From an optimization exercise on the open Yosys and OpenROAD flow, aimed at small area, a short achievable clock period and few clock cycles; shortcuts taken in it are not production practice. The RTL was checked by simulation tests, not by an equivalence proof against the original design.

File: design/flow/run.sh
#!/bin/bash
# synth_recipe.tcl (not shown) runs the flow's synth.tcl, then flattens the netlist and writes it again
# the make line also repeats each setting of config.mk as NAME=value (left out here)
make -C /OpenROAD-flow-scripts/flow DESIGN_CONFIG=/design/flow/config.mk WORK_HOME=/design/flow/orfs CLKGATE_MAP_FILE= SYNTH_SCRIPT=/design/flow/synth_recipe.tcl finish
File: design/flow/design.v
module fsk_freq_table (
    input  wire [6:0]  idx,
    output reg  [12:0] tbl_freq,
    output reg  [7:0]  tbl_code
);
  always @(*) begin
    tbl_freq = 13'd1000 + {idx, 5'd0} + {1'b0, idx, 4'd0} + {5'd0, idx, 1'b0};
    if (idx < 7'd26)       tbl_code = {1'b0, idx} + 8'h41;
    else if (idx < 7'd52)  tbl_code = {1'b0, idx} + 8'h47;
    else if (idx < 7'd62)  tbl_code = {1'b0, idx} - 8'h04;
    else if (idx < 7'd67)  tbl_code = {1'b0, idx} + 8'h42;
    else                   tbl_code = 8'h00;
    if (idx > 7'd66) tbl_freq = 13'd0;
  end
endmodule
module fsk_f2s (
    input  wire        clk,
    input  wire        rst,           
    input  wire        in_valid,
    output wire        in_ready,
    input  wire [63:0] in_num,
    input  wire [63:0] in_den,
    input  wire [31:0] in_tol,
    input  wire        in_gate_en,
    input  wire [31:0] in_gate_lo,
    input  wire [31:0] in_gate_hi,
    output reg         out_valid,
    output reg  [1:0]  out_status,
    output reg  [7:0]  out_code,
    output reg  [6:0]  out_index
);
  localparam [1:0] ST_FOUND    = 2'd0;
  localparam [1:0] ST_NOTFOUND = 2'd1;
  localparam [1:0] ST_ILLEGAL  = 2'd2;
  localparam [1:0] ST_GATED    = 2'd3;
  parameter [6:0] REG_AFTER = 7'b111_1111;
  reg        v0;
  reg [63:0] n0, d0;
  reg [31:0] t0, lo0, hi0;
  reg        ge0;
  reg [5:0]  lz0;             
  reg        busy;            
  reg        rdy;             
  assign in_ready = rdy;
  wire proceed = v0 & ~busy;   
  function [3:0] lzc8(input [7:0] x);
    casez (x)
      8'b1???????: lzc8 = 4'd0;
      8'b01??????: lzc8 = 4'd1;
      8'b001?????: lzc8 = 4'd2;
      8'b0001????: lzc8 = 4'd3;
      8'b00001???: lzc8 = 4'd4;
      8'b000001??: lzc8 = 4'd5;
      8'b0000001?: lzc8 = 4'd6;
      8'b00000001: lzc8 = 4'd7;
      default:     lzc8 = 4'd8;
    endcase
  endfunction
  function [5:0] lzc64(input [63:0] x);
    reg [7:0] nz;
    reg [3:0] zb;
    reg [2:0] lb [0:7];
    integer k;
    begin
      for (k = 0; k < 8; k = k + 1) begin
        nz[k] = |x[8*k +: 8];
        lb[k] = lzc8(x[8*k +: 8]);
      end
      zb = lzc8(nz);
      lzc64 = {zb[2:0], lb[3'd7 - zb[2:0]]};
    end
  endfunction
  function [13:0] sat14(input [31:0] x);
    sat14 = (x[31:14] != 18'd0) ? 14'd16383 : x[13:0];
  endfunction
  localparam MW = 50;
  localparam M_V = 0, M_FX = 1, M_FST = 2, M_SLOW = 4, M_PR = 5, M_GE = 7,
             M_LO = 8, M_HI = 22, M_T = 36;
  wire [79:0] fa_a = {1'b0, d0, 15'd0};
  wire [79:0] fa_b = ~{15'd0, n0, 1'b0};
  wire [79:0] fa_c = ~{16'd0, n0};
  wire [79:0] fa_s = fa_a ^ fa_b ^ fa_c;
  wire [79:0] fa_k = {(fa_a[78:0] & fa_b[78:0]) | (fa_a[78:0] & fa_c[78:0]) | (fa_b[78:0] & fa_c[78:0]), 1'b0};
  wire [79:0] fa_t = fa_s + fa_k + 80'd2;
  wire fast = ~fa_t[79];
  wire sat  = d0 <= {39'd0, n0[63:39]};
  wire q26  = d0 > {26'd0, n0[63:26]};     
  wire slow = ~fast & ~sat;
  wire ill  = (d0 == 64'd0);
  wire gz   = ge0 & (n0 == 64'd0);
  wire inj_slow1 = proceed & slow;
  wire [63:0]  dn = d0 << lz0;
  wire [103:0] xw = {40'd0, n0} << lz0;
  wire [77:0]  xn = fast ? xw[77:0] : (q26 ? xw[90:13] : xw[103:26]);
  reg [MW-1:0] ma_in;
  always @(*) begin
    ma_in = {MW{1'b0}};
    ma_in[M_V]  = proceed;
    ma_in[M_GE] = ge0;
    ma_in[M_LO +: 14] = gz ? 14'd16383 : sat14(lo0);
    ma_in[M_HI +: 14] = sat14(hi0);
    ma_in[M_T  +: 14] = sat14(t0);
    ma_in[M_FX] = sat;
    ma_in[M_FST +: 2] = ill ? ST_ILLEGAL : (ge0 ? ST_GATED : ST_NOTFOUND);
    ma_in[M_SLOW] = slow;
    ma_in[M_PR +: 2] = slow ? (q26 ? 2'd1 : 2'd2) : 2'd0;
  end
  reg [63:0]   a_s;
  reg [13:0]   a_b;
  reg [63:0]   a_d;
  reg [MW-1:0] a_m;
  always @(posedge clk) begin
    a_s <= xn[77:14];
    a_b <= xn[13:0];
    a_m[MW-1:1] <= ma_in[MW-1:1];
    a_m[0] <= rst ? 1'b0 : ma_in[0];
  end
  reg [31:0] lo_h, hi_h;
  reg [32:0] t1k_h;           
  reg        ge_h, p3_h;
  wire [64:0]   s_w [0:7];    
  wire [64:0]   c_w [0:7];
  wire [63:0]   d_w [0:7];    
  wire [13:0]   b_w [0:7];    
  wire [13:0]   p_w [0:7];    
  wire [13:0]   n_w [0:7];    
  wire [MW-1:0] m_w [0:7];
  wire [64:0]   sm = s_w[0];
  wire [64:0]   cm = c_w[0];
  wire [63:0]   dm = d_w[0];
  wire [13:0]   pm = p_w[0];
  wire [13:0]   nm = n_w[0];
  wire [MW-1:0] mm = m_w[0];
  wire mv    = mm[M_V];
  wire mslow = mm[M_SLOW];
  wire [1:0] mpr = mm[M_PR+1:M_PR];
  wire inj_rec = mv & mslow & (mpr != 2'd0);
  wire [MW-1:0] mp = m_w[1];
  reg rec_r, rec_n;
  wire rec_nx = ~rst & mp[M_V] & mp[M_SLOW] & (mp[M_PR+1:M_PR] != 2'd0);
  always @(posedge clk) begin
    rec_r <= rec_nx;
    rec_n <= ~rec_nx;
    a_d   <= rec_nx ? d_w[1] : dn;
  end
  reg [MW-1:0] m_st;
  always @(*) begin
    m_st = a_m;
    if (inj_rec) begin
      m_st = mm;
      m_st[M_PR +: 2] = mpr - 2'd1;
    end
  end
  assign s_w[7] = rec_n ? {1'b0, a_s} : sm;
  assign c_w[7] = rec_n ? 65'd0 : cm;
  assign b_w[7] = rec_n ? a_b : 14'd0;
  assign d_w[7] = a_d;
  assign p_w[7] = 14'd0;
  assign n_w[7] = 14'd0;
  assign m_w[7] = m_st;
  genvar j;
  generate
    for (j = 6; j >= 0; j = j - 1) begin : g_step
      wire [64:0] s = s_w[j+1];
      wire [64:0] c = c_w[j+1];
      wire [63:0] d = d_w[j+1];
      wire [66:0] a  = {s, b_w[j+1][2*j+1:2*j]};
      wire [66:0] bb = {c, 2'b00};
      wire [6:0] at, bt;
      if (j == 6) begin : g_top6
        assign at = rec_r ? sm[64:58] : {1'b0, a_s[63:58]};
        assign bt = rec_r ? cm[64:58] : 7'd0;
      end else begin : g_top
        assign at = a[66:60];
        assign bt = bb[66:60];
      end
      wire [2:0] di = d[62:60];
      reg signed [6:0] m2, m1, m0, mn;
      always @(*) begin
        case (di)
          3'd0: begin m2 = 7'sd12; m1 = 7'sd3; m0 = -7'sd5;  mn = -7'sd13; end
          3'd1: begin m2 = 7'sd14; m1 = 7'sd4; m0 = -7'sd6;  mn = -7'sd15; end
          3'd2: begin m2 = 7'sd15; m1 = 7'sd4; m0 = -7'sd6;  mn = -7'sd16; end
          3'd3: begin m2 = 7'sd16; m1 = 7'sd4; m0 = -7'sd7;  mn = -7'sd18; end
          3'd4: begin m2 = 7'sd18; m1 = 7'sd5; m0 = -7'sd8;  mn = -7'sd20; end
          3'd5: begin m2 = 7'sd19; m1 = 7'sd5; m0 = -7'sd8;  mn = -7'sd21; end
          3'd6: begin m2 = 7'sd20; m1 = 7'sd5; m0 = -7'sd9;  mn = -7'sd23; end
          default: begin m2 = 7'sd22; m1 = 7'sd6; m0 = -7'sd10; mn = -7'sd25; end
        endcase
      end
      wire signed [6:0] es = at + bt;    
      wire ge2 = es >= m2;
      wire ge1 = es >= m1;
      wire ge0_ = es >= m0;
      wire gen = es >= mn;
      wire qpos = ge1;                  
      wire qneg = ~ge0_;                
      wire mag2 = ge2 | ~gen;           
      wire mag1 = (ge1 & ~ge2) | (gen & ~ge0_);   
      wire [64:0] mag = ({65{mag2}} & {d, 1'b0}) | ({65{mag1}} & {1'b0, d});
      wire [64:0] x   = {65{qpos}} ^ mag;
      wire [64:0] sn  = a[64:0] ^ bb[64:0] ^ x;
      wire [64:0] cn  = {(a[63:0] & bb[63:0]) | (a[63:0] & x[63:0]) | (bb[63:0] & x[63:0]), qpos};
      wire [13:0] pn  = p_w[j+1] | ({12'd0, qpos & mag2, qpos & mag1} << (2*j));
      wire [13:0] nn  = n_w[j+1] | ({12'd0, qneg & mag2, qneg & mag1} << (2*j));
      if (REG_AFTER[j]) begin : g_reg
        reg [64:0]   s_q, c_q;
        reg [63:0]   d_q;
        reg [13:0]   b_q, p_q, n_q;
        reg [MW-1:0] m_q;
        always @(posedge clk) begin
          s_q <= sn;
          c_q <= cn;
          d_q <= d;
          b_q <= b_w[j+1];
          p_q <= pn;
          n_q <= nn;
          m_q[MW-1:1] <= m_w[j+1][MW-1:1];
          m_q[0] <= rst ? 1'b0 : m_w[j+1][0];
        end
        assign s_w[j] = s_q;
        assign c_w[j] = c_q;
        assign d_w[j] = d_q;
        assign b_w[j] = b_q;
        assign p_w[j] = p_q;
        assign n_w[j] = n_q;
        assign m_w[j] = m_q;
      end else begin : g_comb
        assign s_w[j] = sn;
        assign c_w[j] = cn;
        assign d_w[j] = d;
        assign b_w[j] = b_w[j+1];
        assign p_w[j] = pn;
        assign n_w[j] = nn;
        assign m_w[j] = m_w[j+1];
      end
    end
  endgenerate
  reg [29:0] acc;
  wire [14:0] pdig = {1'b0, pm} - {1'b0, nm};
  reg  [14:0] pd_r;
  reg         rec_d;
  always @(posedge clk) begin
    pd_r  <= pdig;
    rec_d <= inj_rec;
  end
  wire [65:0] wsum = {sm[64], sm} + {cm[64], cm};
  wire        wneg = wsum[64];
  wire        wz   = ((sm ^ cm) == {sm[63:0] | cm[63:0], 1'b0});
  wire [14:0] qlow = pdig - {14'd0, wneg};
  reg        f1_v, f1_fx, f1_ge, f1_rnz, s1_v;
  reg [1:0]  f1_fst;
  reg [14:0] f1_q;
  reg [13:0] f1_lo, f1_hi, f1_t;
  always @(posedge clk) begin
    f1_v    <= rst ? 1'b0 : (mv & ~mslow);
    s1_v    <= rst ? 1'b0 : (mv & mslow & (mpr == 2'd0));
    f1_fx   <= mm[M_FX];
    f1_fst  <= mm[M_FST +: 2];
    f1_ge   <= mm[M_GE];
    f1_rnz  <= ~wz;
    f1_q    <= qlow;
    f1_lo   <= mm[M_LO +: 14];
    f1_hi   <= mm[M_HI +: 14];
    f1_t    <= mm[M_T  +: 14];
  end
  wire [43:0] q_sc   = {acc, 14'd0} + {{29{f1_q[14]}}, f1_q};
  wire [39:0] q_full = p3_h ? q_sc[41:2] : q_sc[40:1];
  wire        rnz_s  = f1_rnz | q_sc[0] | (p3_h & q_sc[1]);
  reg  [39:0] sa_q;
  reg         sa_rnz, sa_v;
  always @(posedge clk) begin
    sa_v   <= rst ? 1'b0 : s1_v;
    sa_q   <= q_full;
    sa_rnz <= rnz_s;
  end
  wire gok_s = (sa_q >= {8'd0, lo_h}) &
               ((sa_q < {8'd0, hi_h}) | ((sa_q == {8'd0, hi_h}) & ~sa_rnz));
  wire signed [41:0] wp = {2'b00, sa_q} - {9'd0, t1k_h};   
  wire        w_le0 = (wp < 0) | ((wp == 0) & ~sa_rnz);
  wire        w_big = sa_rnz ? (wp > 3299) : (wp > 3300);
  wire [12:0] w49   = wp[12:0] + 13'd49 + {12'd0, sa_rnz};
  reg         sc_v, sc_gated;
  reg  [12:0] sc_v49;
  always @(posedge clk) begin
    sc_v     <= rst ? 1'b0 : sa_v;
    sc_gated <= ge_h & ~gok_s;
    sc_v49   <= w_le0 ? 13'd0 : (w_big ? 13'd3400 : w49);
  end
  wire done_slow = sc_v;
  always @(posedge clk) begin
    if (rst) begin
      v0   <= 1'b0;
      busy <= 1'b0;
      rdy  <= 1'b1;
    end else begin
      if (~(v0 & busy)) v0 <= in_valid;
      if (inj_slow1) busy <= 1'b1;
      else if (done_slow) busy <= 1'b0;
      rdy <= ~((~(v0 & busy) ? in_valid : v0) & (inj_slow1 | (busy & ~done_slow)));
    end
    if (~(v0 & busy)) begin
      n0  <= in_num;
      d0  <= in_den;
      t0  <= in_tol;
      lo0 <= in_gate_lo;
      hi0 <= in_gate_hi;
      ge0 <= in_gate_en;
      lz0 <= lzc64(in_den);
    end
    if (~busy) begin
      lo_h  <= lo0;
      hi_h  <= hi0;
      t1k_h <= {1'b0, t0} + 33'd1000;
      ge_h  <= ge0;
      p3_h  <= ~q26;
      acc   <= 30'd0;
    end else if (rec_d) begin
      acc <= {acc[15:0], 14'd0} + {{15{pd_r[14]}}, pd_r};
    end
  end
  wire [14:0] q_f  = {1'b0, f1_q[13:0]};    
  wire [14:0] qc_f = q_f + {14'd0, f1_rnz};
  wire gok_f = (q_f >= {1'b0, f1_lo}) & (qc_f <= {1'b0, f1_hi});
  wire signed [15:0] v49_f = {1'b0, qc_f} - {2'b00, f1_t} - 16'd951;
  wire signed [15:0] s_f   = {1'b0, q_f}  + {2'b00, f1_t} - 16'd1000;
  reg        f2_v, f2_fx, f2_gated;
  reg [1:0]  f2_fst;
  reg [15:0] f2_v49, f2_s;
  always @(posedge clk) begin
    f2_v     <= rst ? 1'b0 : f1_v;
    f2_fx    <= f1_fx;
    f2_fst   <= f1_fst;
    f2_gated <= f1_ge & ~gok_f;
    f2_v49   <= v49_f;
    f2_s     <= s_f;
  end
  wire [6:0] d50_base [0:63];
  wire [6:0] d50_t1   [0:63];
  wire [7:0] d50_t2   [0:63];
  genvar h;
  generate
    for (h = 0; h < 64; h = h + 1) begin : g_d50
      assign d50_base[h] = (64 * h) / 50;
      assign d50_t1[h]   = 50 * ((64 * h) / 50 + 1) - 64 * h;
      assign d50_t2[h]   = 50 * ((64 * h) / 50 + 2) - 64 * h;
    end
  endgenerate
  wire        g_fx    = sc_v ? 1'b0 : f2_fx;
  wire        g_gated = sc_v ? sc_gated : f2_gated;
  wire [15:0] g_v49   = sc_v ? {3'b000, sc_v49} : f2_v49;
  wire [15:0] g_s     = sc_v ? 16'd3300 : f2_s;
  wire signed [15:0] g_v49s = g_v49;
  wire signed [15:0] g_ss   = g_s;
  reg        f3_v, f3_fx, f3_gated, f3_vbig, f3_sbig, f3_sneg, f3_vle0;
  reg [1:0]  f3_fst;
  reg [6:0]  f3_vb, f3_sb;
  reg        f3_v1, f3_v2, f3_s1, f3_s2;
  always @(posedge clk) begin
    f3_v     <= rst ? 1'b0 : (f2_v | sc_v);
    f3_fx    <= g_fx;
    f3_fst   <= f2_fst;
    f3_gated <= g_gated;
    f3_vbig  <= g_v49s > 16'sd3349;
    f3_vle0  <= g_v49s <= 16'sd49;
    f3_sbig  <= g_ss >= 16'sd3300;
    f3_sneg  <= g_s[15];
    f3_vb    <= d50_base[g_v49[11:6]];
    f3_v1    <= {1'b0, g_v49[5:0]} >= d50_t1[g_v49[11:6]];
    f3_v2    <= {2'b00, g_v49[5:0]} >= d50_t2[g_v49[11:6]];
    f3_sb    <= d50_base[f2_s[11:6]];
    f3_s1    <= {1'b0, f2_s[5:0]} >= d50_t1[f2_s[11:6]];
    f3_s2    <= {2'b00, f2_s[5:0]} >= d50_t2[f2_s[11:6]];
  end
  wire [6:0] f3_ia = f3_vle0 ? 7'd0 : f3_vb + {6'd0, f3_v1} + {6'd0, f3_v2};
  wire [6:0] f3_ib = f3_sb + {6'd0, f3_s1} + {6'd0, f3_s2};
  wire found = ~f3_vbig & (f3_sbig | (~f3_sneg & (f3_ia <= f3_ib)));
  wire [12:0] tbl_freq;
  wire [7:0]  tbl_code;
  fsk_freq_table u_table (
      .idx      (f3_ia),
      .tbl_freq (tbl_freq),
      .tbl_code (tbl_code)
  );
  always @(posedge clk) begin
    out_valid <= rst ? 1'b0 : f3_v;
    if (f3_fx) begin
      out_status <= f3_fst;
      out_code   <= 8'd0;
      out_index  <= 7'd0;
    end else if (f3_gated) begin
      out_status <= ST_GATED;
      out_code   <= 8'd0;
      out_index  <= 7'd0;
    end else if (found) begin
      out_status <= ST_FOUND;
      out_code   <= tbl_code;
      out_index  <= f3_ia;
    end else begin
      out_status <= ST_NOTFOUND;
      out_code   <= 8'd0;
      out_index  <= 7'd0;
    end
  end
endmodule
File: design/flow/constraint.sdc
create_clock -name core_clock -period 18.0 [get_ports {clk}]
set_input_delay 3.6000 -clock core_clock [delete_from_list [all_inputs] [get_ports {clk}]]
set_output_delay 3.6000 -clock core_clock [all_outputs]
set_load 0.01 [all_outputs]
File: design/flow/config.mk
export PLATFORM = sky130hd
export DESIGN_NAME = fsk_f2s
export DESIGN_NICKNAME = fsk_f2s
export VERILOG_FILES = /design/flow/design.v
export SDC_FILE = /design/flow/constraint.sdc
export NUM_CORES = 4
export LEC_CHECK = 0
export CAP_MARGIN = 20
export CORE_MARGIN = 2
export CORE_UTILIZATION = 65
export CTS_CLUSTER_DIAMETER = 90
export CTS_CLUSTER_SIZE = 24
export PLACE_DENSITY = 0.75
export SLEW_MARGIN = 20
==> out/metrics.yaml <==
worst_setup_path:
  cp_data_required_time_ns: 18.71
  crit_arrival_ns: 6.82
  critPathMaxStageDelay_ns: 0.88
  start_kind: "input port"
  critPathSlowestCell: "nor3_1"
  reg2reg_depth: 16
  crit_buf_inv: 1
  path_depth: 9
  crit_path_frequent_cell: "nand2_1"
  path_cells: "clkdlybuf4s50_1 > or4_1 > nor4b_1 > nand2_1 > nor3_1 > o21ai_0 > o211ai_1 > a22oi_1 > nand2_1"
  path_class: "in -> reg"
  worst-path-max-fanout: 9
  cp_top_family: "simple AND/OR/NAND/NOR gates"
  cp-end-kind: "flip-flop"
floorplanning:
  coreArea_sq_um: 183500
  ios: 247
  start_util_pct: 65.59
  die_w_um: 434.3
  die_area_sq_um: 188600
  rows: 157
  fp.dieH_um: 434.3
yosys:
  syn-num-nets: 13390
  synth_area_sq_um: 120300
  syn_avg_cell_area_sq_um: 10.15
  synth-async-reset-ratio_pct: 0
  synth_top_area_share_pct: 37.30
  dominantRegCellSynth: "dfxtp_1"
  synthTopCellsByArea: "dfxtp_1, ha_1, fa_1"
  yosys.area.top_type: "dfxtp_1"
  synthCells: 11850
  yosysUniqueCellTypes: 93
  synth-edff-count: 330
  yosysWarnings: 3
  yosys_register_bits: 2572
  ys_seq_area_share_pct: 45.53
drt:
  vias: 84090
  antenna_left: 0
  wl_per_cell_um: 23.52
  drtIter0Drc: 8625
  drc: 0
  dr.pass1.iters: 6
  routed_via_density: 5.848
  drt_wl_total_um: 338200
timing:
  finalSetupTns_ns: 0
  finalHoldViolCount: 0
  min_period_ns: 6.105
  holdWs_ns: 0.3202
  slew_headroom_pct: 17.25
  clock_skew_ns: 0.05137
  worst_pin_slew_ns: 1.207
  slew_viol_final: 0
  fmax_ghz: 0.1638
  rsz0062_at_grt: "false"
  finalCritPeriodShare_pct: 33.92
  setup_violations: 0
clocking:
  postCtsSetupBuffers: 0
  ctsHtreeMaxLevel: 4
  path_clk_slew_ns: 0.09
  cts_hold_buf: 0
  cts_tree: "done"
  cts_max_path_buffers: 3
  clockRootBuffer: "clkbuf_16"
  cts_resized: 0
  cts_made_buffers: 133
  insertion_delay_ns: 0.85
  clkSinkCount: 2572
grt:
  grt-ovfl-total: 0
  grt_antenna_before_repair: 20
  grt_pass1_vias: 84810
  grt_use_total_pct: 35.93
  grt_max_degree: 147
  grt_pass1_wl_um: 512200
status:
  outcome: "timing/DRC/antenna clean"
min_path:
  hp-class: "reg -> reg"
  whs_path_depth: 0
placed_design:
  port_buffers: 246
  place.gp.congestion: 1.015
  dp_hpwl_um: 258000
finish:
  syn2layout_area_growth_pct: 7.087
  final_layout_size_suffix_gt1_share_pct: 4.157
  nFillCells: 13450
  final_nets: 13390
job:
  maxCapViolations: 0
==> cell usage in the layout, fill, tap and decap left out, types with 18 or more instances in the layout <==
| cell type | instances |
|---|---|
| buf_4 | 75 |
| o21ai_0 | 443 |
| a21boi_0 | 23 |
| mux4_2 | 96 |
| nand4_1 | 87 |
| a31oi_1 | 50 |
| edfxtp_1 | 330 |
| a22o_1 | 22 |
| inv_1 | 2174 |
| a21o_1 | 129 |
| nor4_1 | 66 |
| clkbuf_16 | 134 |
| nor2b_1 | 101 |
| and3_1 | 29 |
| dfxtp_1 | 2240 |
| a211o_1 | 27 |
| o21bai_1 | 33 |
| xor2_1 | 496 |
| a21oi_1 | 432 |
| nand2_1 | 782 |
| fa_1 | 498 |
| or2_2 | 18 |
| nand2b_1 | 202 |
| nand3_1 | 89 |
| a211oi_1 | 46 |
| mux2_2 | 77 |
| and2_1 | 53 |
| clkdlybuf4s50_1 | 246 |
| nor2_1 | 515 |
| xnor2_1 | 233 |
| mux2i_1 | 281 |
| o22ai_1 | 40 |
| a22oi_1 | 466 |
| o21a_1 | 72 |
| o211ai_1 | 35 |
| ha_1 | 809 |
| nor3_1 | 101 |
==> kinds of logic (layout without fill, tap and decap cells) <==
| logic type | Yosys count | in the layout | share of synthesized area (%) |
|---|---|---|---|
| AO/OA/AOI/OAI | 2008 | 2008 | 10.94 |
| XOR/XNOR | 730 | 730 | 5.313 |
| adder cells (fa/ha/maj) | 1309 | 1309 | 16.71 |
| buffers and inverters | 2632 | 2690 | 8.254 |
| flip-flops | 2572 | 2572 | 45.53 |
| multiplexers | 456 | 456 | 4.872 |
| other | 1 | 6 | 0.003116 |
| AND/OR/NAND/NOR | 2143 | 2143 | 8.374 |
==> cells in the mapped netlist, types with 34 or more instances <==
| master | number |
|---|---|
| a31oi_1 | 50 |
| xnor2_1 | 234 |
| o21a_1 | 72 |
| o21ai_0 | 444 |
| xor2_1 | 496 |
| a21oi_1 | 434 |
| a22oi_1 | 466 |
| o211ai_1 | 35 |
| nand2b_1 | 202 |
| and2_1 | 53 |
| o22ai_1 | 42 |
| dfxtp_1 | 2242 |
| inv_1 | 2175 |
| o21bai_1 | 34 |
| mux2i_1 | 282 |
| nand4_1 | 87 |
| nand3_1 | 89 |
| nand2_1 | 783 |
| ha_1 | 809 |
| edfxtp_1 | 330 |
| a211oi_1 | 46 |
| fa_1 | 498 |
| nor4_1 | 68 |
| mux4_2 | 96 |
| nor2b_1 | 101 |
| mux2_2 | 78 |
| buf_1 | 79 |
| nor3_1 | 102 |
| a21o_1 | 129 |
| nor2_1 | 515 |
| clkbuf_1 | 343 |
==> state kept, by name, indices dropped and copies added (netlist names), 50 cells and up <==
register	flops
a_d	64
a_m	50
a_s	64
d0	64
g_step.g_reg.c_q	455
g_step.g_reg.d_q	384
g_step.g_reg.m_q	350
g_step.g_reg.n_q	56
g_step.g_reg.p_q	56
g_step.g_reg.s_q	455
n0	64
==> through the flow <==
stage / utilization, % / worst slack (ns) / std cells / instance area (sq um)
after global routing: 70.23 / 11.65 / 14370 / 128900
after global placement: 68.04 / 10.88 / 14190 / 124800
after floorplan: - / 11.81 / 11850 / 120300
final: 70.24 / 11.89 / 14380 / 128900
after detailed placement: 68.05 / 11.00 / 14190 / 124800
after CTS: 70.22 / 11.88 / 14370 / 128800
==> layer usage <==
| metal | vias up | GRT usage, % | routed length, um |
|---|---|---|---|
| met5 | - | 0 | 104 |
| li1 | 38630 | - | - |
| met3 | 792 | 5.984 | 27060 |
| met2 | 3565 | 57.54 | 154700 |
| met1 | 41080 | 47.83 | 138300 |
| met4 | 16 | 16.64 | 17980 |
==> path summary, 6_finish.rpt <==
kind,startpoint,to,slack (ns)
setup / recovery,in_den[43],lz0[0]$_DFFE_PN_,11.89
hold / removal,g_step[1].g_reg.m_q[3]$_DFF_P_,g_step[0].g_reg.m_q[3]$_DFF_P_,0.32
setup reg to reg,g_step[5].g_reg.s_q[58]$_DFF_P_,g_step[4].g_reg.s_q[28]$_DFF_P_,11.92
hold reg to reg,g_step[1].g_reg.m_q[3]$_DFF_P_,g_step[0].g_reg.m_q[3]$_DFF_P_,0.32
==> cell type report <==
cell class	instances	area, sq um	share of cell area (%)
antenna	5	12.51	0.009709
clock buffer	152	3452	2.679
clock inverter	33	539.3	0.4185
inverter	2181	8192	6.357
multi-input combinational	6647	55730	43.25
sequential	2572	54800	42.52
tap	2464	3083	2.392
timing repair buffer	324	3062	2.376
Testbench counts, summed over its fixed seeds: cycles 4,922.

[port drivers added, routing unchanged]
Ports are ideal in the flow. The routed layout listed here was re-timed in OpenROAD. Step 1 (the two cells are an assumption about what drives the block):
set clk [get_ports {clk}]
set_driving_cell -lib_cell sky130_fd_sc_hd__clkbuf_16 $clk
set_driving_cell -lib_cell sky130_fd_sc_hd__buf_2 [delete_from_list [all_inputs] $clk]
Step 2 also shifts input and output timing later by t, the mid clock arrival at the registers, as if the neighbouring blocks saw the same clock. a / b / c = no drivers / after step 1 / after step 2; a / b = the first two.
shift t [ns]: 0.914
setup WS [ns]: 11.895 / 11.920 / 11.049
worst data-port slew with drivers (ns): 0.10
After both steps this run still meets setup and hold. For this run, drivers alone change the setup slack by +0.025 ns; drivers and shift together by -0.846 ns.
